What follows belongs to an exercise in optimizing a design on an open flow for small area; a production flow would make more cautious choices.
The RTL of this run was laid out without a check of its function.
Power and IR drop assume default switching activity.

$ cat flow/design.v
module rsc_spi (
    input  wire       clk,
    input  wire       rst,
    input  wire       start,
    input  wire [1:0] mod,
    input  wire [7:0] hdr0,
    input  wire       has_hdr1,
    input  wire [7:0] hdr1,
    input  wire [7:0] ndata,
    output wire [7:0] out_idx,
    input  wire [7:0] out_byte,
    output reg        done,        
    output reg        timeout,     
    output reg        hdr_valid,   
    output reg  [7:0] status,
    output reg        in_valid,    
    output reg  [7:0] in_idx,
    output reg  [7:0] in_byte,
    output wire [3:0] cs_n,
    output reg        sclk,
    output wire       mosi,
    input  wire       miso,
    input  wire [3:0] rdy
);
    localparam E_IDLE = 3'd0;
    localparam E_RDY  = 3'd1;
    localparam E_LO   = 3'd2;
    localparam E_HI   = 3'd3;
    localparam E_TAIL = 3'd4;
    reg [2:0] st;
    reg [1:0] m_q;
    reg       has1_q;
    reg [7:0] hdr1_q;
    reg [7:0] n_q;
    reg       cs_low;
    reg [9:0] samples;
    reg [7:0] shreg;
    reg [2:0] bitn;
    reg [1:0] pos;       
    reg [7:0] di;        
    assign cs_n    = cs_low ? ~(4'b0001 << m_q) : 4'b1111;
    assign mosi    = cs_low & shreg[7];
    assign out_idx = (pos == 2'd2) ? di + 8'd1 : 8'd0;
    wire [7:0] rx_byte = {shreg[6:0], miso};
    always @(posedge clk) begin
        if (rst) begin
            st        <= E_IDLE;
            m_q       <= 2'd0;
            has1_q    <= 1'b0;
            hdr1_q    <= 8'd0;
            n_q       <= 8'd0;
            cs_low    <= 1'b0;
            samples   <= 10'd0;
            shreg     <= 8'd0;
            bitn      <= 3'd0;
            pos       <= 2'd0;
            di        <= 8'd0;
            sclk      <= 1'b0;
            done      <= 1'b0;
            timeout   <= 1'b0;
            hdr_valid <= 1'b0;
            status    <= 8'd0;
            in_valid  <= 1'b0;
            in_idx    <= 8'd0;
            in_byte   <= 8'd0;
        end else begin
            done      <= 1'b0;
            timeout   <= 1'b0;
            hdr_valid <= 1'b0;
            in_valid  <= 1'b0;
            case (st)
                E_IDLE: begin
                    sclk <= 1'b0;
                    if (start) begin
                        m_q     <= mod;
                        has1_q  <= has_hdr1;
                        hdr1_q  <= hdr1;
                        n_q     <= ndata;
                        shreg   <= hdr0;
                        cs_low  <= 1'b1;
                        samples <= 10'd0;
                        st      <= E_RDY;
                    end
                end
                E_RDY: begin
                    if (rdy[m_q]) begin
                        bitn <= 3'd0;
                        pos  <= 2'd0;
                        di   <= 8'd0;
                        st   <= E_LO;
                    end else if (samples == 10'd1023) begin
                        cs_low  <= 1'b0;
                        done    <= 1'b1;
                        timeout <= 1'b1;
                        st      <= E_IDLE;
                    end else begin
                        samples <= samples + 10'd1;
                    end
                end
                E_LO: begin
                    sclk <= 1'b1;
                    st   <= E_HI;
                end
                E_HI: begin
                    sclk <= 1'b0;
                    if (bitn != 3'd7) begin
                        shreg <= rx_byte;
                        bitn  <= bitn + 3'd1;
                        st    <= E_LO;
                    end else begin
                        bitn <= 3'd0;
                        if (pos == 2'd0) begin
                            status    <= rx_byte;
                            hdr_valid <= 1'b1;
                        end else if (pos == 2'd2) begin
                            in_valid <= 1'b1;
                            in_idx   <= di;
                            in_byte  <= rx_byte;
                        end
                        if (pos == 2'd0 && has1_q) begin
                            pos   <= 2'd1;
                            shreg <= hdr1_q;
                            st    <= E_LO;
                        end else if (pos != 2'd2 && n_q != 8'd0) begin
                            pos   <= 2'd2;
                            di    <= 8'd0;
                            shreg <= out_byte;
                            st    <= E_LO;
                        end else if (pos == 2'd2 && di + 8'd1 < n_q) begin
                            di    <= di + 8'd1;
                            shreg <= out_byte;
                            st    <= E_LO;
                        end else begin
                            st <= E_TAIL;
                        end
                    end
                end
                E_TAIL: begin
                    cs_low <= 1'b0;
                    done   <= 1'b1;
                    st     <= E_IDLE;
                end
                default: st <= E_IDLE;
            endcase
        end
    end
endmodule
module rsc (
    input  wire       clk,
    input  wire       rst,
    input  wire [7:0] hb_addr,
    input  wire [7:0] hb_wdata,
    input  wire       hb_we,
    input  wire       hb_re,
    output wire [7:0] hb_rdata,
    output wire [3:0] cs_n,
    output wire       sclk,
    output wire       mosi,
    input  wire       miso,
    input  wire [3:0] rdy
);
    localparam [7:0] EXT_PREFIX    = 8'h2F;
    localparam [7:0] MAX_PAYLOAD   = 8'd124;
    localparam [8:0] FIFO_DEPTH    = 9'd128;
    localparam [7:0] DBUF_CAP      = 8'd128;
    localparam [7:0] SNOP          = 8'h3D;
    localparam [7:0] SRX           = 8'h34;
    localparam [7:0] SFRX          = 8'h3A;
    localparam [7:0] SFTX          = 8'h3B;
    localparam [7:0] SIDLE         = 8'h36;
    localparam [7:0] STX           = 8'h35;
    localparam [7:0] SFSTXON       = 8'h31;
    localparam [12:0] SETTLE_CYCLES = 13'd5000;
    localparam [7:0] R_OK          = 8'h00;
    localparam [7:0] R_NOT_READY   = 8'h01;
    localparam [7:0] R_BAD_ADDR    = 8'h02;
    localparam [7:0] R_BAD_LEN     = 8'h03;
    localparam [7:0] R_BAD_ARG     = 8'h04;
    localparam [7:0] R_BAD_OPCODE  = 8'h05;
    localparam [7:0] R_TIMEOUT     = 8'h06;
    localparam [7:0] R_ASLEEP      = 8'h07;
    localparam [7:0] R_MISMATCH    = 8'h08;
    localparam [7:0] R_RX_EMPTY    = 8'h09;
    localparam [7:0] R_RX_FIFO_ERR = 8'h0A;
    localparam [7:0] R_RX_OVERSIZE = 8'h0B;
    localparam [7:0] R_RX_MALFORM  = 8'h0C;
    localparam [7:0] R_PENDING     = 8'hFF;
    localparam [4:0] S_IDLE     = 5'd0;
    localparam [4:0] S_CHECK    = 5'd1;
    localparam [4:0] S_REG_W    = 5'd2;
    localparam [4:0] S_REG_R    = 5'd3;
    localparam [4:0] S_STROBE   = 5'd4;
    localparam [4:0] S_SEQ_POLL = 5'd5;
    localparam [4:0] S_SEQ_ACT  = 5'd6;
    localparam [4:0] S_SEQ_WAIT = 5'd7;
    localparam [4:0] S_TX_CNT   = 5'd8;
    localparam [4:0] S_TX_SFTX  = 5'd9;
    localparam [4:0] S_TX_FIFO  = 5'd10;
    localparam [4:0] S_RX_CNT   = 5'd11;
    localparam [4:0] S_RX_POLL  = 5'd12;
    localparam [4:0] S_RX_SFRX  = 5'd13;
    localparam [4:0] S_RX_SRX   = 5'd14;
    localparam [4:0] S_RX_FIFO  = 5'd15;
    localparam [4:0] S_RX_DF1   = 5'd16;
    localparam [4:0] S_RX_DF2   = 5'd17;
    localparam [4:0] S_RX_DF3   = 5'd18;
    localparam [1:0] RET_SET_STATE = 2'd0;
    localparam [1:0] RET_TX_IDLE   = 2'd1;
    localparam [1:0] RET_TX_FSTXON = 2'd2;
    localparam [1:0] RET_TX_TX     = 2'd3;
    reg [7:0] csr_cmd;
    reg [1:0] csr_mod;
    reg [7:0] csr_addr_hi;
    reg [7:0] csr_addr_lo;
    reg [7:0] csr_len;
    reg [7:0] csr_arg;
    reg [7:0] csr_max_polls;
    reg       st_busy;
    reg       st_done;
    reg       st_ovr;
    reg [7:0] csr_result;
    reg [7:0] csr_last_polls;
    reg [7:0] rx_count;
    reg [7:0] rx_len;
    reg [7:0] rx_addr;
    reg [7:0] rx_rssi;
    reg [7:0] rx_status2;
    reg       rx_pkt_valid;
    reg       rx_trailing;
    reg [7:0] last_status [0:3];
    reg [7:0] errcnt      [0:3];
    reg [3:0] asleep;
    reg [7:0] dbuf        [0:127];
    reg [4:0]  state;
    reg [1:0]  seq_target;
    reg [1:0]  seq_ret;
    reg [2:0]  seq_cur;
    reg [7:0]  iter;
    reg [12:0] settle;
    reg [7:0]  cnt;         
    reg        mismatch;
    reg        e_wait;      
    reg        e_start;
    wire [3:0] opcode   = csr_cmd[3:0];
    wire [1:0] m        = csr_mod;
    wire [7:0] ext      = csr_addr_hi;
    wire [7:0] off      = csr_addr_lo;
    wire       is_ext   = (ext == EXT_PREFIX);
    wire       burst    = (csr_len > 8'd1);
    reg [7:0] addr_code;
    always @(*) begin
        if (ext == 8'h00 && off >= 8'h30 && off <= 8'h3F)
            addr_code = R_NOT_READY;
        else if (ext == 8'h00)
            addr_code = (off >= 8'h40 || off == EXT_PREFIX) ? R_BAD_ADDR : R_OK;
        else if (is_ext)
            addr_code = R_OK;
        else
            addr_code = R_BAD_ADDR;
    end
    function [7:0] strobe_code;
        input [3:0] k;
        begin
            case (k)
                4'd0: strobe_code = 8'h30;
                4'd1: strobe_code = 8'h33;
                4'd2: strobe_code = 8'h34;
                4'd3: strobe_code = 8'h35;
                4'd4: strobe_code = 8'h31;
                4'd5: strobe_code = 8'h36;
                4'd6: strobe_code = 8'h3A;
                4'd7: strobe_code = 8'h3B;
                4'd8: strobe_code = 8'h39;
                default: strobe_code = 8'h3D;
            endcase
        end
    endfunction
    function [7:0] strobe_for;
        input [1:0] t;
        begin
            case (t)
                2'd0: strobe_for = SIDLE;
                2'd1: strobe_for = SRX;
                2'd2: strobe_for = STX;
                default: strobe_for = SFSTXON;
            endcase
        end
    endfunction
    wire [7:0] e_out_idx;
    reg  [7:0] e_out_byte;
    wire       e_done, e_timeout, e_hdr_valid, e_in_valid;
    wire [7:0] e_status, e_in_idx, e_in_byte;
    reg  [7:0] e_hdr0, e_hdr1, e_n;
    reg        e_has1;
    reg  [1:0] e_src;    
    always @(*) begin
        e_hdr0 = SNOP;
        e_hdr1 = 8'h00;
        e_has1 = 1'b0;
        e_n    = 8'd0;
        e_src  = 2'd0;
        case (state)
            S_REG_W: begin
                e_hdr0 = {1'b0, burst, is_ext ? EXT_PREFIX[5:0] : off[5:0]};
                e_hdr1 = off;
                e_has1 = is_ext;
                e_n    = csr_len;
                e_src  = 2'd1;
            end
            S_REG_R: begin
                e_hdr0 = {1'b1, burst, is_ext ? EXT_PREFIX[5:0] : off[5:0]};
                e_hdr1 = off;
                e_has1 = is_ext;
                e_n    = csr_len;
            end
            S_STROBE:   e_hdr0 = strobe_code(csr_arg[3:0]);
            S_SEQ_POLL: e_hdr0 = SNOP;
            S_SEQ_ACT: begin
                if (seq_cur == 3'd6)      e_hdr0 = SFRX;
                else if (seq_cur == 3'd7) e_hdr0 = SFTX;
                else                      e_hdr0 = strobe_for(seq_target);
            end
            S_TX_CNT: begin
                e_hdr0 = 8'hAF;
                e_hdr1 = 8'hD6;
                e_has1 = 1'b1;
                e_n    = 8'd1;
            end
            S_TX_SFTX: e_hdr0 = SFTX;
            S_TX_FIFO: begin
                e_hdr0 = 8'h7F;
                e_n    = csr_len + 8'd2;
                e_src  = 2'd2;
            end
            S_RX_CNT: begin
                e_hdr0 = 8'hAF;
                e_hdr1 = 8'hD7;
                e_has1 = 1'b1;
                e_n    = 8'd1;
            end
            S_RX_POLL: e_hdr0 = SNOP;
            S_RX_SFRX: e_hdr0 = SFRX;
            S_RX_SRX:  e_hdr0 = SRX;
            S_RX_FIFO: begin
                e_hdr0 = 8'hFF;
                e_n    = cnt;
            end
            default: ;
        endcase
    end
    reg  [6:0] rd_idx;
    wire [7:0] rd_data = dbuf[rd_idx];
    always @(*) begin
        case (state)
            S_RX_DF1: rd_idx = rx_len[6:0] - 7'd1;
            S_RX_DF2: rd_idx = rx_len[6:0];
            S_REG_R:  rd_idx = e_in_idx[6:0];
            S_TX_FIFO: rd_idx = e_out_idx[6:0] - 7'd2;
            default:  rd_idx = e_out_idx[6:0];
        endcase
    end
    always @(*) begin
        case (e_src)
            2'd1: e_out_byte = rd_data;
            2'd2: begin
                if (e_out_idx == 8'd0)      e_out_byte = csr_len + 8'd1;
                else if (e_out_idx == 8'd1) e_out_byte = csr_arg;
                else                        e_out_byte = rd_data;
            end
            default: e_out_byte = 8'h00;
        endcase
    end
    rsc_spi u_spi (
        .clk      (clk),
        .rst      (rst),
        .start    (e_start),
        .mod      (m),
        .hdr0     (e_hdr0),
        .has_hdr1 (e_has1),
        .hdr1     (e_hdr1),
        .ndata    (e_n),
        .out_idx  (e_out_idx),
        .out_byte (e_out_byte),
        .done     (e_done),
        .timeout  (e_timeout),
        .hdr_valid(e_hdr_valid),
        .status   (e_status),
        .in_valid (e_in_valid),
        .in_idx   (e_in_idx),
        .in_byte  (e_in_byte),
        .cs_n     (cs_n),
        .sclk     (sclk),
        .mosi     (mosi),
        .miso     (miso),
        .rdy      (rdy)
    );
    reg [7:0] rdata;
    always @(*) begin
        rdata = 8'h00;
        if (hb_addr[7])
            rdata = dbuf[hb_addr[6:0]];
        else begin
            case (hb_addr)
                8'h00: rdata = csr_cmd;
                8'h01: rdata = {6'd0, csr_mod};
                8'h02: rdata = csr_addr_hi;
                8'h03: rdata = csr_addr_lo;
                8'h04: rdata = csr_len;
                8'h05: rdata = csr_arg;
                8'h06: rdata = csr_max_polls;
                8'h08: rdata = {5'd0, st_ovr, st_done, st_busy};
                8'h09: rdata = csr_result;
                8'h0A: rdata = last_status[csr_mod];
                8'h0B: rdata = {5'd0, last_status[csr_mod][7:5]};
                8'h0C: rdata = errcnt[csr_mod];
                8'h0D: rdata = {7'd0, asleep[csr_mod]};
                8'h0E: rdata = csr_last_polls;
                8'h10: rdata = rx_count;
                8'h11: rdata = rx_len;
                8'h12: rdata = rx_addr;
                8'h13: rdata = rx_rssi;
                8'h14: rdata = rx_status2;
                8'h15: rdata = {1'b0, rx_status2[6:0]};
                8'h16: rdata = {5'd0, rx_trailing, rx_pkt_valid & rx_status2[7], rx_pkt_valid};
                default: rdata = 8'h00;
            endcase
        end
    end
    assign hb_rdata = hb_re ? rdata : 8'h00;
    integer i;
    always @(posedge clk) begin
        if (rst) begin
            csr_cmd        <= 8'd0;
            csr_mod        <= 2'd0;
            csr_addr_hi    <= 8'd0;
            csr_addr_lo    <= 8'd0;
            csr_len        <= 8'd0;
            csr_arg        <= 8'd0;
            csr_max_polls  <= 8'd255;
            st_busy        <= 1'b0;
            st_done        <= 1'b0;
            st_ovr         <= 1'b0;
            csr_result     <= 8'd0;
            csr_last_polls <= 8'd0;
            rx_count       <= 8'd0;
            rx_len         <= 8'd0;
            rx_addr        <= 8'd0;
            rx_rssi        <= 8'd0;
            rx_status2     <= 8'd0;
            rx_pkt_valid   <= 1'b0;
            rx_trailing    <= 1'b0;
            for (i = 0; i < 4; i = i + 1) begin
                last_status[i] <= 8'd0;
                errcnt[i]      <= 8'd0;
            end
            asleep         <= 4'd0;
            for (i = 0; i < 128; i = i + 1)
                dbuf[i] <= 8'd0;
            state          <= S_IDLE;
            seq_target     <= 2'd0;
            seq_ret        <= 2'd0;
            seq_cur        <= 3'd0;
            iter           <= 8'd0;
            settle         <= 13'd0;
            cnt            <= 8'd0;
            mismatch       <= 1'b0;
            e_wait         <= 1'b0;
            e_start        <= 1'b0;
        end else begin
            e_start <= 1'b0;
            if (hb_we) begin
                if (st_busy) begin
                    st_ovr <= 1'b1;
                end else if (hb_addr[7]) begin
                    dbuf[hb_addr[6:0]] <= hb_wdata;
                end else begin
                    case (hb_addr)
                        8'h00: begin
                            csr_cmd    <= hb_wdata;
                            st_busy    <= 1'b1;
                            st_done    <= 1'b0;
                            csr_result <= R_PENDING;
                            state      <= S_CHECK;
                        end
                        8'h01: csr_mod       <= hb_wdata[1:0];
                        8'h02: csr_addr_hi   <= hb_wdata;
                        8'h03: csr_addr_lo   <= hb_wdata;
                        8'h04: csr_len       <= hb_wdata;
                        8'h05: csr_arg       <= hb_wdata;
                        8'h06: csr_max_polls <= hb_wdata;
                        8'h08: if (hb_wdata[2]) st_ovr <= 1'b0;
                        8'h0C: errcnt[csr_mod] <= 8'd0;
                        default: ;
                    endcase
                end
            end
            if (e_hdr_valid)
                last_status[m] <= e_status;
            case (state)
                S_IDLE: ;
                S_CHECK: begin
                    if (csr_cmd[7:4] != 4'd0 || opcode == 4'd0 || opcode > 4'd7) begin
                        csr_result <= R_BAD_OPCODE; st_busy <= 1'b0; st_done <= 1'b1; state <= S_IDLE;
                    end else begin
                        case (opcode)
                            4'd1, 4'd2, 4'd3: begin
                                if (addr_code != R_OK) begin
                                    csr_result <= addr_code; st_busy <= 1'b0; st_done <= 1'b1; state <= S_IDLE;
                                end else if (csr_len == 8'd0 || csr_len > DBUF_CAP) begin
                                    csr_result <= R_BAD_LEN; st_busy <= 1'b0; st_done <= 1'b1; state <= S_IDLE;
                                end else begin
                                    mismatch <= 1'b0;
                                    state    <= (opcode == 4'd1) ? S_REG_R : S_REG_W;
                                end
                            end
                            4'd4: begin
                                if (csr_arg > 8'd9) begin
                                    csr_result <= R_BAD_ARG; st_busy <= 1'b0; st_done <= 1'b1; state <= S_IDLE;
                                end else
                                    state <= S_STROBE;
                            end
                            4'd5: begin
                                if (csr_arg > 8'd3) begin
                                    csr_result <= R_BAD_ARG; st_busy <= 1'b0; st_done <= 1'b1; state <= S_IDLE;
                                end else begin
                                    seq_target     <= csr_arg[1:0];
                                    seq_ret        <= RET_SET_STATE;
                                    iter           <= 8'd0;
                                    csr_last_polls <= 8'd0;
                                    state          <= S_SEQ_POLL;
                                end
                            end
                            4'd6: begin
                                if (csr_len > MAX_PAYLOAD) begin
                                    csr_result <= R_BAD_LEN; st_busy <= 1'b0; st_done <= 1'b1; state <= S_IDLE;
                                end else if (asleep[m]) begin
                                    csr_result <= R_ASLEEP; st_busy <= 1'b0; st_done <= 1'b1; state <= S_IDLE;
                                end else
                                    state <= S_TX_CNT;
                            end
                            default: state <= S_RX_CNT;
                        endcase
                    end
                end
                S_RX_DF1: begin
                    rx_rssi <= rd_data;
                    state   <= S_RX_DF2;
                end
                S_RX_DF2: begin
                    rx_status2 <= rd_data;
                    state      <= S_RX_DF3;
                end
                S_RX_DF3: begin
                    dbuf[rx_len[6:0] - 7'd1] <= 8'h00;
                    rx_len       <= rx_len - 8'd1;
                    rx_pkt_valid <= 1'b1;
                    rx_trailing  <= ({1'b0, cnt} > {1'b0, rx_len} + 9'd3);
                    csr_result   <= R_OK; st_busy <= 1'b0; st_done <= 1'b1; state <= S_IDLE;
                end
                S_SEQ_WAIT: begin
                    if (settle == SETTLE_CYCLES - 13'd1) begin
                        iter           <= iter + 8'd1;
                        csr_last_polls <= iter + 8'd1;
                        state          <= S_SEQ_POLL;
                    end else
                        settle <= settle + 13'd1;
                end
                default: begin
                    if (!e_wait) begin
                        e_start <= 1'b1;
                        e_wait  <= 1'b1;
                    end else begin
                        if (e_in_valid) begin
                            case (state)
                                S_REG_R: begin
                                    if (opcode == 4'd3) begin
                                        if (e_in_byte != rd_data) mismatch <= 1'b1;
                                    end else
                                        dbuf[e_in_idx[6:0]] <= e_in_byte;
                                end
                                S_TX_CNT, S_RX_CNT: cnt <= e_in_byte;
                                S_RX_FIFO: begin
                                    if (e_in_idx == 8'd0)      rx_len  <= e_in_byte;
                                    else if (e_in_idx == 8'd1) rx_addr <= e_in_byte;
                                    else                       dbuf[e_in_idx[6:0] - 7'd2] <= e_in_byte;
                                end
                                default: ;
                            endcase
                        end
                        if (e_done) begin
                            e_wait <= 1'b0;
                            if (e_timeout) begin
                                csr_result <= R_TIMEOUT; st_busy <= 1'b0; st_done <= 1'b1; state <= S_IDLE;
                            end else begin
                                case (state)
                                    S_REG_W: begin
                                        if (opcode == 4'd3)
                                            state <= S_REG_R;
                                        else begin
                                            csr_result <= R_OK; st_busy <= 1'b0; st_done <= 1'b1; state <= S_IDLE;
                                        end
                                    end
                                    S_REG_R: begin
                                        if (opcode == 4'd3 && mismatch) begin
                                            if (errcnt[m] != 8'hFF)
                                                errcnt[m] <= errcnt[m] + 8'd1;
                                            csr_result <= R_MISMATCH;
                                        end else
                                            csr_result <= R_OK;
                                        st_busy <= 1'b0; st_done <= 1'b1; state <= S_IDLE;
                                    end
                                    S_STROBE: begin
                                        if (csr_arg == 8'd0) asleep[m] <= 1'b0;
                                        if (csr_arg == 8'd8) asleep[m] <= 1'b1;
                                        csr_result <= R_OK; st_busy <= 1'b0; st_done <= 1'b1; state <= S_IDLE;
                                    end
                                    S_SEQ_POLL: begin
                                        seq_cur <= e_status[7:5];
                                        if (e_status[7:5] == {1'b0, seq_target}) begin
                                            case (seq_ret)
                                                RET_SET_STATE: begin
                                                    asleep[m]  <= 1'b0;
                                                    csr_result <= R_OK; st_busy <= 1'b0; st_done <= 1'b1; state <= S_IDLE;
                                                end
                                                RET_TX_IDLE:   state <= S_TX_SFTX;
                                                RET_TX_FSTXON: state <= S_TX_FIFO;
                                                default: begin
                                                    csr_result <= R_OK; st_busy <= 1'b0; st_done <= 1'b1; state <= S_IDLE;
                                                end
                                            endcase
                                        end else if (iter == csr_max_polls) begin
                                            csr_result <= R_TIMEOUT; st_busy <= 1'b0; st_done <= 1'b1; state <= S_IDLE;
                                        end else if (e_status[7:5] == 3'd4 || e_status[7:5] == 3'd5) begin
                                            settle <= 13'd0;
                                            state  <= S_SEQ_WAIT;
                                        end else
                                            state <= S_SEQ_ACT;
                                    end
                                    S_SEQ_ACT: begin
                                        iter           <= iter + 8'd1;
                                        csr_last_polls <= iter + 8'd1;
                                        state          <= S_SEQ_POLL;
                                    end
                                    S_TX_CNT: begin
                                        iter           <= 8'd0;
                                        csr_last_polls <= 8'd0;
                                        state          <= S_SEQ_POLL;
                                        if (cnt != 8'd0) begin
                                            seq_target <= 2'd0;
                                            seq_ret    <= RET_TX_IDLE;
                                        end else begin
                                            seq_target <= 2'd3;
                                            seq_ret    <= RET_TX_FSTXON;
                                        end
                                    end
                                    S_TX_SFTX: begin
                                        seq_target     <= 2'd3;
                                        seq_ret        <= RET_TX_FSTXON;
                                        iter           <= 8'd0;
                                        csr_last_polls <= 8'd0;
                                        state          <= S_SEQ_POLL;
                                    end
                                    S_TX_FIFO: begin
                                        seq_target     <= 2'd2;
                                        seq_ret        <= RET_TX_TX;
                                        iter           <= 8'd0;
                                        csr_last_polls <= 8'd0;
                                        state          <= S_SEQ_POLL;
                                    end
                                    S_RX_CNT: begin
                                        rx_count     <= cnt;
                                        rx_pkt_valid <= 1'b0;
                                        rx_trailing  <= 1'b0;
                                        if (cnt == 8'd0) begin
                                            csr_result <= R_RX_EMPTY; st_busy <= 1'b0; st_done <= 1'b1; state <= S_IDLE;
                                        end else
                                            state <= S_RX_POLL;
                                    end
                                    S_RX_POLL: begin
                                        if (e_status[7:5] == 3'd6)
                                            state <= S_RX_SFRX;
                                        else if ({1'b0, cnt} > FIFO_DEPTH) begin
                                            csr_result <= R_RX_OVERSIZE; st_busy <= 1'b0; st_done <= 1'b1; state <= S_IDLE;
                                        end else
                                            state <= S_RX_FIFO;
                                    end
                                    S_RX_SFRX: state <= S_RX_SRX;
                                    S_RX_SRX: begin
                                        csr_result <= R_RX_FIFO_ERR; st_busy <= 1'b0; st_done <= 1'b1; state <= S_IDLE;
                                    end
                                    S_RX_FIFO: begin
                                        if (rx_len != 8'd0 && ({1'b0, rx_len} + 9'd3 <= {1'b0, cnt}))
                                            state <= S_RX_DF1;
                                        else begin
                                            csr_result <= R_RX_MALFORM; st_busy <= 1'b0; st_done <= 1'b1; state <= S_IDLE;
                                        end
                                    end
                                    default: state <= S_IDLE;
                                endcase
                            end
                        end
                    end
                end
            endcase
        end
    end
endmodule
$ cat flow/run.sh
#!/bin/bash
# synth_recipe.tcl (not shown) runs the flow's synth.tcl, then flattens the netlist and writes it again
# the make line also repeats each setting of config.mk as NAME=value (left out here)
make -C /OpenROAD-flow-scripts/flow DESIGN_CONFIG=/design/flow/config.mk WORK_HOME=/design/flow/orfs CLKGATE_MAP_FILE= SYNTH_SCRIPT=/design/flow/synth_recipe.tcl finish
$ cat flow/config.mk
export PLATFORM = sky130hd
export DESIGN_NAME = rsc
export DESIGN_NICKNAME = rsc
export VERILOG_FILES = /design/flow/design.v
export SDC_FILE = /design/flow/constraint.sdc
export NUM_CORES = 4
export LEC_CHECK = 0
export CAP_MARGIN = 20
export CORE_MARGIN = 2
export CORE_UTILIZATION = 30
export SLEW_MARGIN = 20
$ cat flow/constraint.sdc
create_clock -name core_clock -period 10.0 [get_ports {clk}]
set_input_delay 2.0000 -clock core_clock [delete_from_list [all_inputs] [get_ports {clk}]]
set_output_delay 2.0000 -clock core_clock [all_outputs]
set_load 0.01 [all_outputs]
==> results.sh <==
export IMPL_yosys_most_used_dff="edfxtp_1"
export IMPL_power_total_w=0.0132
export IMPL_die_w_um=526
export IMPL_grt_pass1_vias=67300
export IMPL_ys_warn_count=2
export IMPL_crit_chain="buf_8 > buf_12 > mux4_2 > mux4_2 > mux4_2 > mux2i_1 > a21oi_1 > clkdlybuf4s50_1"
export IMPL_wl_per_cell_um=31.6
export IMPL_wirelength_mm=370
export IMPL_required_ns=8.00
export IMPL_grt_max_degree=145
export IMPL_holdCritPathClass="register to register"
export IMPL_slowest_stage="mux4_2"
export IMPL_tightest_slew_ns=1.24
export IMPL_cp_startpoint="hb_addr[0]"
export IMPL_fmax_mhz=120
export IMPL_cts_max_level=4
export IMPL_switchingPower_w=0.00335
export IMPL_finalCritPeriodShare_pct=83.6
export IMPL_pwr_share_seq_pct=48.3
export IMPL_drv_cap=0
export IMPL_slew_viol_final=0
export IMPL_hold_buffers=0
export IMPL_cp_arrival_ns=6.36
export IMPL_grt_overflow_total=0
export IMPL_cp_common_cell="mux4_2"
export IMPL_grtUsageTotal_pct=25.6
export IMPL_sw_frac_of_total_pct=25.4
export IMPL_fin_skew_ns=0.0409
export IMPL_nNetsFinal=8065
export IMPL_p_per_area_nw_per_um2=145
export IMPL_worstSkewPairLatency_ns=0.85
export IMPL_fp_dieArea_um2=277000
export IMPL_gp_congestion=1.02
export IMPL_ant_nets=0
export IMPL_netlist_instances=8429
export IMPL_max_stage_delay_ns=0.65
export IMPL_die_h_um=526
export IMPL_tritoncts="yes"
export IMPL_setup_violations=0
export IMPL_synth_common_cells="nand2_1 (1579), edfxtp_1 (1088), nand3_1 (948)"
export IMPL_clock_sinks=1328
export IMPL_rows=191
export IMPL_ios=39
export IMPL_synth_most_common_cell="nand2_1"
export IMPL_endpoint_kind="primary output"
export IMPL_critPathLaunchType="primary input"
export IMPL_ys_seq_area_share_pct=45.8
export IMPL_dp_hpwl_mm=240
export IMPL_setup_tns_ns=0
export IMPL_cts_setup_buffers=0
export IMPL_syn_to_final_growth_pct=10.7
export IMPL_final_util_pct=33.4
export IMPL_firstDrtPassIters=9
export IMPL_leakage_nw=28.4
export IMPL_hold_viol_final=0
export IMPL_cts_resized_gates=0
export IMPL_peakVddDrop_mv=0.169
export IMPL_worstPathMaxFanout=59
export IMPL_numCtsBuffers=155
export IMPL_synthArstFlopShare_pct=0
export IMPL_critPathKind="primary input to primary output"
export IMPL_synth_edf_count=1088
export IMPL_grt_pass1_wl_mm=518
export IMPL_synth_cell_types=93
export IMPL_drcViolationCount=0
export IMPL_status="no timing/DRC/antenna violations"
export IMPL_yosysTopAreaCellShare_pct=39.9
export IMPL_synthTopCellsByArea="edfxtp_1 (40%), mux4_2 (10%), nand2_1 (7.2%), mux2i_1 (6.0%), dfxtp_1 (5.9%)"
export IMPL_vias_per_cell=6.36
export IMPL_syn_nets=8491
export IMPL_worstHoldStart="u_spi.hdr1_q[3]$_SDFFE_PP0P_"
export IMPL_synth_seq_cells=1328
export IMPL_yosys_area_top_type="edfxtp_1"
export IMPL_p_comb_share_pct=6.7
export IMPL_port_buffers=38
export IMPL_vias=74600
export IMPL_clk_pin_slew_ns=0.06
export IMPL_timing_rr_start="state[0]$_SDFF_PP0_"
export IMPL_p_int_w=0.00982
export IMPL_initial_core_util_pct=30.2
export IMPL_slew_headroom_pct=17.6
export IMPL_clock_power_share_pct=45.0
export IMPL_period_minus_slack_ns=8.36
export IMPL_cts_buffer_depth=3
export IMPL_grt_setup_unrepaired="no"
export IMPL_coreArea_um2=271000
export IMPL_root_buffer="clkbuf_16"
export IMPL_antenna_found_initial=21
export IMPL_drive_gt1_share_pct=11.6
export IMPL_syn_area_per_cell_um2=9.71
export IMPL_drt_iter0_drc=13700
export IMPL_synth_area_um2=81900
==> path summary, 6_finish.rpt <==
kind         slack, ns  cells after the start                           end
max               1.64                      8                   hb_rdata[3]
min               0.46                      2  u_spi.hdr1_q[3]$_SDFFE_PP0P_
max reg2reg       3.21                     14   u_spi.shreg[5]$_SDFFE_PP0P_
min reg2reg       0.46                      2  u_spi.hdr1_q[3]$_SDFFE_PP0P_
==> sequential cells by signal (all words and copies together) (netlist names), 10 cells and up, named ones only <==
signal and flops:
u_spi.samples 10, settle 13, errcnt 32, dbuf 1024, last_status 32
==> cells by family (layout without fill, tap and decap cells) <==
kind of cell | count (synthesis) | count (layout) | share of synthesized area [%]
adder cells (fa/ha/maj) | 37 | 37 | 0.565
multiplexers | 863 | 863 | 16.2
other | 0 | 27 | 0
AND/OR/NAND/NOR | 3731 | 3731 | 21.0
flip-flops | 1328 | 1328 | 45.8
XOR/XNOR | 75 | 75 | 0.802
AO/OA/AOI/OAI | 1537 | 1537 | 11.5
buffers and inverters | 858 | 560 | 4.13
==> power by group through the flow <==
stage | clock, W | sequential (W) | combinational (W)
5_1_grt | 0.00614 | 0.00635 | 0.000894
4_1_cts | 0.00594 | 0.00634 | 0.000845
6_report | 0.00593 | 0.00636 | 0.000877
2_1_floorplan | 0 | 0.00631 | 0.000542
3_3_place_gp | 0 | 0.00647 | 0.000824
3_5_place_dp | 0 | 0.00645 | 0.000842
==> worst max-delay path, delay by kind of cell <==
kind	cells	cell delay [ns]
mux	4	2.38
buf+inv	3	1.48
compound gates	1	0.37
==> cells in the final DEF, fill, tap and decap left out, types with 117 or more instances in the layout <==
cell type and n:
clkbuf_16 159, nand2_1 1570, nor2_1 475, and3_1 189, a21oi_1 214, buf_4 160
dfxtp_1 240, nand4_1 117, mux4_2 366, edfxtp_1 1088, nand3_1 948, a31oi_1 130
mux2i_1 487, o21ai_0 608, a211oi_1 156
==> final cells by class <==
| class | instances | area (um2) |
|---|---|---|
| Clock inverter | 91 | 1000 |
| Fill cell | 27100 | 181000 |
| Antenna cell | 27 | 67.6 |
| Sequential cell | 1328 | 37500 |
| Tap cell | 3570 | 4470 |
| Timing Repair Buffer | 216 | 1960 |
| Clock buffer | 194 | 4150 |
| Inverter | 59 | 221 |
| Multi-Input combinational cell | 6243 | 41300 |
==> through the flow <==
stage	hold slack, ns	cell area (um2)	cells	worst slack (ns)
after global routing	0.471	90600	11700	1.53
final	0.455	90600	11700	1.64
after floorplan	0.427	81900	8429	2.96
after global placement	0.436	85400	11400	1.82
after CTS	0.455	90600	11700	1.80
after detailed placement	0.447	85400	11400	1.81
==> routing by layer <==
metal | global-route usage, % | part of all wire [%] | vias to the layer above
met5 | 0 | 0.015 | -
met4 | 15.0 | 6.8 | 8
met3 | 7.98 | 14 | 1297
met2 | 37.8 | 43 | 6397
met1 | 32.8 | 36 | 36200
li1 | - | - | 30700

## separate check: timing with driven ports
No port has a modelled driver above. Below, the same layout with a new extraction and two added sets of constraints.
Step 1 (the two cells are an assumption about what drives the block):
set clk [get_ports {clk}]
set_driving_cell -lib_cell sky130_fd_sc_hd__clkbuf_16 $clk
set_driving_cell -lib_cell sky130_fd_sc_hd__buf_2 [delete_from_list [all_inputs] $clk]
Step 2 adds t to the input delays and takes it off the output delays; t is the mean of the earliest and latest rising clock arrival at the registers after step 1. Input paths then give back, and output paths get back, about the clock's delay inside the block.
Slacks: no drivers / after step 1 / after step 2; pairs: no drivers / after step 1.
shift t [ns]: 0.916
slack for setup (ns): 1.639 / 1.521 / 1.521
worst data-port slew with drivers (ns): 0.12
cell pins on the clock port's net: 1
After both steps this run still meets setup and hold. The setup slack of this run moves by -0.118 ns with the drivers and by -0.118 ns with both steps.
